What follows belongs to an exercise in optimizing a design on an open flow for small area, a short achievable clock period and few clock cycles; a production flow would make more cautious choices. In this exercise RTL edits were held to simulation tests only and were not proved equivalent to the original. Power and IR drop assume default switching activity.

run A:
Design manchester_decoder, start of the top module:
module manchester_decoder #(
    parameter integer W           = 16,
    parameter integer NOISE_FLOOR = 64,
    parameter integer N_SAMPLES   = 260
) (
    input  wire          clk,
    input  wire          rst,
    input  wire          op_valid,
    output wire          op_ready,
    input  wire [W+3:0]  op_word,
    output reg           rsp_valid,
    output wire          rsp_ok,
    output wire [39:0]   rsp_data,
    output wire [1:0]    state,
    output wire          cap_en,
    output wire          trig_both,
    output wire          ctr_clear
);
    localparam [2:0] OP_START    = 3'd1;
    localparam [2:0] OP_EDGE     = 3'd2;
    localparam [2:0] OP_OVF      = 3'd3;
    localparam [2:0] OP_DECODE   = 3'd4;
    localparam [2:0] OP_GETSTATE = 3'd5;
    localparam [2:0] OP_GETFAC   = 3'd6;
    localparam [2:0] OP_GETUID   = 3'd7;
    localparam [1:0] S_INIT        = 2'd0;
    localparam [1:0] S_FIND_PERIOD = 2'd1;
    localparam [1:0] S_CAPTURE     = 2'd2;
    localparam [1:0] S_DONE        = 2'd3;
    localparam [2:0] RK_ZERO  = 3'd0;
    localparam [2:0] RK_STATE = 3'd1;
    localparam [2:0] RK_FAC   = 3'd2;
    localparam [2:0] RK_UID   = 3'd3;
    localparam [2:0] RK_DECOK = 3'd4;
    localparam [2:0] RK_FAIL  = 3'd6;    
    localparam [2:0] RK_NRDY  = 3'd7;    
  ...
export LEC_CHECK = 0
export ABC_AREA = 1
export ABC_CLOCK_PERIOD_IN_PS = 4500
export CAP_MARGIN = 20
export CORE_MARGIN = 2
export CORE_UTILIZATION = 40
export PLACE_DENSITY = 0.6
export SLEW_MARGIN = 20
create_clock -name core_clock -period 10.0 [get_ports {clk}]
standard.sh (not shown) runs the stock make flow with config.mk's settings and CLKGATE_MAP_FILE= SYNTH_SCRIPT=/design/flow/synth_recipe.tcl, a recipe that flattens the netlist after the stock synthesis.
==> flow/flow/run.sh <==
#!/bin/bash
set -euo pipefail
export BUFFER_PORTS_ARGS="-buffer_cell sky130_fd_sc_hd__buf_2"
export SETUP_SLACK_MARGIN=5.8
bash standard.sh > standard_flow.log 2>&1
Testbench counts of run A, summed over its fixed seeds: cycles 16,552.
Input-level comparison between run B and run A:
Settings: SETUP_SLACK_MARGIN: unset -> 5; ABC_CLOCK_PERIOD_IN_PS: 4500 -> 5000; ABC_AREA: 1 -> unset.
==> flow/run.sh (new file) <==
#!/bin/bash
# synth_recipe.tcl (not shown) runs the flow's synth.tcl, then flattens the netlist and writes it again
# the make line also repeats each setting of config.mk as NAME=value (left out here)
make -C /OpenROAD-flow-scripts/flow DESIGN_CONFIG=/design/flow/config.mk WORK_HOME=/design/flow/orfs CLKGATE_MAP_FILE= SYNTH_SCRIPT=/design/flow/synth_recipe.tcl finish
removed: flow/flow/run.sh
removed: flow/standard.sh
### Flow results
A heaviest power group of sequential cells is what run B shows, while the clock network belongs to run A. [run B] effective utilization at floorplan fell 0.20 points relative to run A. Against run A, run B comes in 0.34 ns higher on clock period minus final worst setup slack. Compare run B and run A | worst hold slack lower: run B. For synthesized-area fraction occupied by adder cells, run B and run A come out practically identical. Area inside the core boundary went down slightly going from run A to run B. Sequential portion of the cell area delta (run B -> run A): insignificant. Going from run A to run B, transition time at the pin with the least slew margin lost 0.0040 ns, final area neither gained nor lost much.
Input-level comparison between run C and run B:
Settings: SETUP_SLACK_MARGIN: 5 -> unset; ABC_CLOCK_PERIOD_IN_PS: 5000 -> 4500.
==> flow/flow/run.sh (new file) <==
#!/bin/bash
set -euo pipefail
export BUFFER_PORTS_ARGS="-buffer_cell sky130_fd_sc_hd__buf_2"
export SETUP_SLACK_MARGIN=5.5
bash standard.sh > standard_flow.log 2>&1
==> flow/standard.sh (new file) <==
#!/bin/bash
# synth_recipe.tcl (not shown) runs the flow's synth.tcl, then flattens the netlist and writes it again
# the make line also repeats each setting of config.mk as NAME=value (left out here)
make -C /OpenROAD-flow-scripts/flow DESIGN_CONFIG=/design/flow/config.mk WORK_HOME=/design/flow/orfs CLKGATE_MAP_FILE= SYNTH_SCRIPT=/design/flow/synth_recipe.tcl "${@:-finish}"
removed: flow/run.sh
Findings:
Taking run B as the reference, in run C total power moved down, combinational power level, last weighted congestion value of the routability-driven placer moved down.
In the tables for run C and run B, internal cell power reads lower with run C.
On final-stage net count, run C tracks run B almost exactly.
### run C -> run D
-- flow/flow/run.sh --
<<< run C, line 4
export SETUP_SLACK_MARGIN=5.5
>>> run D, line 4
export SETUP_SLACK_MARGIN=5.8
Notes after the runs:
The final RePlAce weighted congestion of run C and that of run D are within noise of each other. Looking only at wire length, and setting everything else aside, the higher value of run C and run D goes to run C. Looking at number of diodes added for antenna fixing, run D sits 1 above run C. Relative to run C, total power draw has increased by 11 µW in run D. Run D vs. run C: later-pin clock latency in the skew report rose 0.04 ns; share of cell area taken by multi-input logic gates fell 0.24 points; first-pass GRT wire length about even; number of multi-input combinational cells in the layout about even.


manchester_decoder, a different RTL version from the one above (not shown whole).
For scale: roughly 2200 cells after synthesis, ~320 flip-flops, ~71 I/O pins, roughly 0.020 sq mm of cells after synthesis.
Settings: LEC_CHECK=0, CAP_MARGIN=20, CORE_MARGIN=2, CORE_UTILIZATION=40, PLACE_DENSITY=0.6, SLEW_MARGIN=20; clock period 10.0 ns.
run.sh (not shown) runs the stock make flow with config.mk's settings and CLKGATE_MAP_FILE= SYNTH_SCRIPT=/design/flow/synth_recipe.tcl, a recipe that flattens the netlist after the stock synthesis.
Stock flow here: none of the scripts above is used.
The baseline ran to the end with no violations.
Testbench counts at the start, summed over its fixed seeds: cycles 16,552.
==> next run, changes <==
Settings changed: ABC_CLOCK_PERIOD_IN_PS from default to 5000, SETUP_SLACK_MARGIN from default to 5.
=> Design area is about the same; maximum frequency grows by 13%; non-clock buffer count rose by 1; setup slack is better by 0.66 ns; clock power hardly moves; utilization stays flat; wire length hardly moves.


Another version of the RTL of manchester_decoder (not shown whole).
Size: ~270 flip-flops, ~71 I/O pins, roughly 0.017 mm² of cells after synthesis.
clock: 10.0 ns
lec_check: 0
abc_clock_period_in_ps: 4500
cap_margin: 20
core_margin: 2
core_utilization: 60
place_density: 0.75
slew_margin: 20
standard.sh (not shown) runs the stock make flow with config.mk's settings and CLKGATE_MAP_FILE= SYNTH_SCRIPT=/design/flow/synth_recipe.tcl, a recipe that flattens the netlist after the stock synthesis.
==> flow/flow/run.sh <==
#!/bin/bash
set -euo pipefail
export BUFFER_PORTS_ARGS="-buffer_cell sky130_fd_sc_hd__buf_2"
export SETUP_SLACK_MARGIN=5.5
bash standard.sh > standard_flow.log 2>&1
The starting point went through all stages and came out clean.
Testbench counts at the start, summed over its fixed seeds: cycles 16,552.
Edit:
--- a/flow/config.mk
+++ b/flow/config.mk
@@ -9,5 +9,5 @@
 export CAP_MARGIN = 20
 export CORE_MARGIN = 2
-export CORE_UTILIZATION = 60
-export PLACE_DENSITY = 0.75
+export CORE_UTILIZATION = 40
+export PLACE_DENSITY = 0.6
 export SLEW_MARGIN = 20
What happened: Global-route usage decreases by 7.9 points. Utilization decreases by 22 points. Combinational power hardly moves. Final area increases by about 1.4%. First-iteration DRC count decreases by 15%. Cell count increases by about 7%.
Edit:
==> flow/flow/run.sh (replaced) <==
#!/bin/bash
set -euo pipefail
export BUFFER_PORTS_ARGS="-buffer_cell sky130_fd_sc_hd__buf_2"
export SETUP_SLACK_MARGIN=5.5
export CTS_ARGS="-sink_clustering_enable -repair_clock_nets -dont_use_dummy_load -sink_clustering_size 12 -sink_clustering_max_diameter 75 -buf_list sky130_fd_sc_hd__clkbuf_8"
bash standard.sh > standard_flow.log 2>&1
--- a/flow/config.mk
+++ b/flow/config.mk
@@ -9,5 +9,8 @@
 export CAP_MARGIN = 20
 export CORE_MARGIN = 2
-export CORE_UTILIZATION = 40
-export PLACE_DENSITY = 0.6
+export CORE_UTILIZATION = 80
+export CTS_BUF_LIST = sky130_fd_sc_hd__clkbuf_8
+export CTS_CLUSTER_DIAMETER = 75
+export CTS_CLUSTER_SIZE = 12
+export PLACE_DENSITY = 0.92
 export SLEW_MARGIN = 20
After rerunning:
- count of clock-buffer cells in the layout is lower by 10
- utilization is higher by 41 points
- worst hold slack improves by 3.8 ps
- via count is higher by 7.8%
- wire length is higher by 5.0%
- cell area is lower by 5.5%
Edit:
==> flow/flow/run.sh (replaced) <==
#!/bin/bash
set -euo pipefail
export BUFFER_PORTS_ARGS="-buffer_cell sky130_fd_sc_hd__buf_2"
export SETUP_SLACK_MARGIN=5.5
bash standard.sh > standard_flow.log 2>&1
--- a/flow/config.mk
+++ b/flow/config.mk
@@ -9,8 +9,8 @@
 export CAP_MARGIN = 20
 export CORE_MARGIN = 2
-export CORE_UTILIZATION = 80
+export CORE_UTILIZATION = 60
 export CTS_BUF_LIST = sky130_fd_sc_hd__clkbuf_8
 export CTS_CLUSTER_DIAMETER = 75
 export CTS_CLUSTER_SIZE = 12
-export PLACE_DENSITY = 0.92
+export PLACE_DENSITY = 0.75
 export SLEW_MARGIN = 20
Result:
- The new run produced a clean layout
- cell count goes up by about 6%
- combinational power shrinks by about 6%
- power goes up by 1.3%
- die area rose by about 32%
- setup slack improves by 41 ps


birch:
manchester_decoder again, from the RTL that the note above started with.
Settings: LEC_CHECK=0, ABC_CLOCK_PERIOD_IN_PS=4500, CAP_MARGIN=20, CORE_MARGIN=2, CORE_UTILIZATION=60, CTS_BUF_LIST=sky130_fd_sc_hd__clkbuf_8, CTS_CLUSTER_DIAMETER=75, CTS_CLUSTER_SIZE=12, PLACE_DENSITY=0.75, SLEW_MARGIN=20; clock period 10.0 ns.
==> flow/flow/run.sh <==
#!/bin/bash
set -euo pipefail
export BUFFER_PORTS_ARGS="-buffer_cell sky130_fd_sc_hd__buf_2"
export SETUP_SLACK_MARGIN=5.5
export CTS_ARGS="-sink_clustering_enable -repair_clock_nets -dont_use_dummy_load -sink_clustering_size 12 -sink_clustering_max_diameter 75 -buf_list sky130_fd_sc_hd__clkbuf_8"
bash standard.sh > standard_flow.log 2>&1
birch went all the way through synthesis, placement and routing and the layout is clean on timing, DRC and antenna.
Testbench counts of birch, summed over its fixed seeds: cycles 16,552.
The following lists how oak was set up differently from birch:
Settings: swapping 20 for 5 in CAP_MARGIN; swapping 0.75 for 0.85 in PLACE_DENSITY; swapping 20 for 5 in SLEW_MARGIN; swapping 60 for 70 in CORE_UTILIZATION.
### Flow results
Diff birch -> oak: number of standard cells in the final layout excluding fillers dropped about 2.2%, global routing met2 resource utilization higher. Re number of ordinary and repair buffers in the finished layout: birch and oak aren't equal, and the higher value belongs to oak. Summary of oak over birch: global-route usage went up 5.3 points, proportion of cell area occupied by multi-input gates held.


Starting RTL as in the previous note.
Settings: LEC_CHECK=0, ABC_CLOCK_PERIOD_IN_PS=4500, CAP_MARGIN=20, CORE_MARGIN=2, CORE_UTILIZATION=60, CTS_BUF_LIST=sky130_fd_sc_hd__clkbuf_16, CTS_CLUSTER_DIAMETER=100, CTS_CLUSTER_SIZE=20, PLACE_DENSITY=0.75, SLEW_MARGIN=20; clock period 10.0 ns.
==> flow/flow/run.sh <==
#!/bin/bash
set -euo pipefail
export BUFFER_PORTS_ARGS="-buffer_cell sky130_fd_sc_hd__buf_2"
export SETUP_SLACK_MARGIN=5.5
bash standard.sh > standard_flow.log 2>&1
Testbench counts at the start, summed over its fixed seeds: cycles 16,552.
Edit:
==> flow/flow/run.sh (replaced) <==
#!/bin/bash
set -euo pipefail
export BUFFER_PORTS_ARGS="-buffer_cell sky130_fd_sc_hd__buf_2"
export SETUP_SLACK_MARGIN=5.45
export CTS_ARGS="-sink_clustering_enable -repair_clock_nets -dont_use_dummy_load -sink_clustering_size 14 -sink_clustering_max_diameter 75 -buf_list sky130_fd_sc_hd__clkbuf_8"
bash standard.sh > standard_flow.log 2>&1
CORE_UTILIZATION = 70   (was 60)
CTS_BUF_LIST = sky130_fd_sc_hd__clkbuf_8   (was sky130_fd_sc_hd__clkbuf_16)
CTS_CLUSTER_DIAMETER = 75   (was 100)
CTS_CLUSTER_SIZE = 14   (was 20)
PLACE_DENSITY = 0.85   (was 0.75)
Worst setup slack gets better by 28 ps.
Wire length went up by 2.1%.
Combinational power is about the same.
Core utilization went up by 9.1 points.
Final cell count went down by 2.7%.
Die area went down by 14%.
Total power went down by 7.3%.
Sequential power barely changes.
First-iteration DRC count went up by 26%.


== job 101 ==
Another version of the RTL of manchester_decoder (not shown whole).
For scale: ~2100 cells after synthesis, about 310 flip-flops, roughly 71 I/O pins.
clock: 10.0 ns
lec_check: 0
abc_clock_period_in_ps: 5000
cap_margin: 20
core_margin: 2
core_utilization: 40
place_density: 0.6
setup_slack_margin: 5
slew_margin: 20
==> flow/flow/run.sh <==
#!/bin/bash
# The standard layout (the standard.sh, unchanged synthesis and steps),
# with one change: the port buffers that placement inserts on every input
# and output are sky130_fd_sc_hd__buf_2 instead of the slow delay buffer
# buffer_ports would pick by itself.
set -euo pipefail
export BUFFER_PORTS_ARGS="-buffer_cell sky130_fd_sc_hd__buf_2"
bash standard.sh > standard_flow.log 2>&1
Testbench counts of job 101, summed over its fixed seeds: cycles 16,552.
Input-level comparison between job 102 and job 101:
==> flow/run.sh (new file) <==
#!/bin/bash
# synth_recipe.tcl (not shown) runs the flow's synth.tcl, then flattens the netlist and writes it again
# the make line also repeats each setting of config.mk as NAME=value (left out here)
make -C /OpenROAD-flow-scripts/flow DESIGN_CONFIG=/design/flow/config.mk WORK_HOME=/design/flow/orfs CLKGATE_MAP_FILE= SYNTH_SCRIPT=/design/flow/synth_recipe.tcl finish
removed: flow/flow/run.sh
removed: flow/standard.sh
Lower total power of the final layout was reported by job 101, not job 102.
Delta (job 102 minus job 101): global-route usage over all layers shows an increase of 0.39 points; clock-buffer cell count shows a reduction of 7.3%.
Capture point of the worst path = ctr_clear: job 102; capture point of the worst path = cnt[8]: job 101


Setup of the reference run:
manchester_decoder with an RTL version that a note above also has.
Size: roughly 0.017 mm2 of cells after synthesis.
==> flow/design.v (excerpt) <==
module manchester_decoder #(
    parameter integer W           = 16,
    parameter integer NOISE_FLOOR = 64,
    parameter integer N_SAMPLES   = 260
) (
    input  wire          clk,
    input  wire          rst,
    input  wire          op_valid,
    output wire          op_ready,
    input  wire [W+3:0]  op_word,
    output reg           rsp_valid,
    output wire          rsp_ok,
    output wire [39:0]   rsp_data,
    output wire [1:0]    state,
    output wire          cap_en,
    output wire          trig_both,
    output wire          ctr_clear
);
    localparam [2:0] OP_START    = 3'd1;
    localparam [2:0] OP_EDGE     = 3'd2;
    localparam [2:0] OP_OVF      = 3'd3;
    localparam [2:0] OP_DECODE   = 3'd4;
    localparam [2:0] OP_GETSTATE = 3'd5;
    localparam [2:0] OP_GETFAC   = 3'd6;
    localparam [2:0] OP_GETUID   = 3'd7;
    localparam [1:0] S_INIT        = 2'd0;
    localparam [1:0] S_FIND_PERIOD = 2'd1;
    localparam [1:0] S_CAPTURE     = 2'd2;
    localparam [1:0] S_DONE        = 2'd3;
    localparam [2:0] RK_ZERO  = 3'd0;
    localparam [2:0] RK_STATE = 3'd1;
    localparam [2:0] RK_FAC   = 3'd2;
    localparam [2:0] RK_UID   = 3'd3;
    localparam [2:0] RK_DECOK = 3'd4;
  ...
Settings: LEC_CHECK=0, ABC_CLOCK_PERIOD_IN_PS=4500, CAP_MARGIN=20, CORE_MARGIN=2, CORE_UTILIZATION=70, CTS_BUF_LIST=sky130_fd_sc_hd__clkbuf_8, CTS_CLUSTER_DIAMETER=75, CTS_CLUSTER_SIZE=12, PLACE_DENSITY=0.85, SLEW_MARGIN=20; clock period 10.0 ns.
==> flow/flow/run.sh <==
#!/bin/bash
set -euo pipefail
export BUFFER_PORTS_ARGS="-buffer_cell sky130_fd_sc_hd__buf_2"
export SETUP_SLACK_MARGIN=5.5
bash standard.sh > standard_flow.log 2>&1
The flow did not stop early for the reference run: all stages ran, and the layout cleared the timing, DRC and antenna checks.
Testbench counts of the reference run, summed over its fixed seeds: cycles 16,552.
#### Input delta (the trial run over the reference run)
==> flow/flow/run.sh <==
#!/bin/bash
set -euo pipefail
export BUFFER_PORTS_ARGS="-buffer_cell sky130_fd_sc_hd__buf_2"
export SETUP_SLACK_MARGIN=5.5
export CTS_ARGS="-sink_clustering_enable -repair_clock_nets -dont_use_dummy_load -sink_clustering_size 12 -sink_clustering_max_diameter 75 -buf_list sky130_fd_sc_hd__clkbuf_8"
bash standard.sh > standard_flow.log 2>&1
- In the tables for the reference run and the trial run, detail-routed via count per cell reads higher with the trial run.
- Delta(post-layout instance area, the trial run - the reference run) < 0
- The reference run and the trial run ended up with roughly the same data arrival time at the worst-slack endpoint.
- Summary of the trial run over the reference run: global-route track usage on met3 higher, total power lower, relative area of clock buffers and inverters in the final design lower, die area roughly the same, initial cell density of the core roughly the same.

## separate check: timing with driven ports
No port has a modelled driver above. Below, the same layouts with a new extraction and two added sets of constraints. Step 1, drivers: a clkbuf_16 drives clk and a buf_2 each remaining input, both assumed. Step 2, shift: input delay + t, output delay - t, t = (earliest + latest rising clock arrival at the registers) / 2. This alone moves slack from input paths to output paths. a / b / c = ideal / step 1 / step 2; a / b = the first two.
run | shift t [ns] | slack for setup (ns) | cell pins on the clock port's net
run A | 0.595 | 5.410 / 5.367 / 5.367 | 1
run B | 0.578 | 5.070 / 5.045 / 4.649 | 1
run C | 0.594 | 5.515 / 5.481 / 5.051 | 1
run D | 0.630 | 5.517 / 5.476 / 5.254 | 1
the first run of note 2 | 0.587 | 4.440 / 4.413 / 3.966 | 1
the second run of note 2 | 0.588 | 5.097 / 5.069 / 4.541 | 1
the first run of note 3 | 0.592 | 5.480 / 5.403 / 5.064 | 1
the second run of note 3 | 0.637 | 5.439 / 5.339 / 5.044 | 1
the third run of note 3 | 0.617 | 5.432 / 5.348 / 4.993 | 1
the fourth run of note 3 | 0.609 | 5.473 / 5.397 / 4.998 | 1
birch | 0.601 | 5.473 / 5.395 / 5.004 | 1
oak | 0.604 | 5.485 / 5.400 / 5.067 | 1
the first run of note 5 | 0.551 | 5.436 / 5.376 / 5.060 | 1
the second run of note 5 | 0.593 | 5.465 / 5.377 / 5.006 | 1
job 101 | 0.591 | 5.114 / 5.049 / 4.556 | 1
job 102 | 0.595 | 5.038 / 5.000 / 4.505 | 1
the reference run | 0.624 | 5.483 / 5.399 / 5.058 | 1
the trial run | 0.605 | 5.485 / 5.400 / 5.066 | 1
After both steps every run listed still meets setup and hold. The setup slack of job 101, which loses most, moves by -0.065 ns with the drivers and by -0.558 ns with both steps.
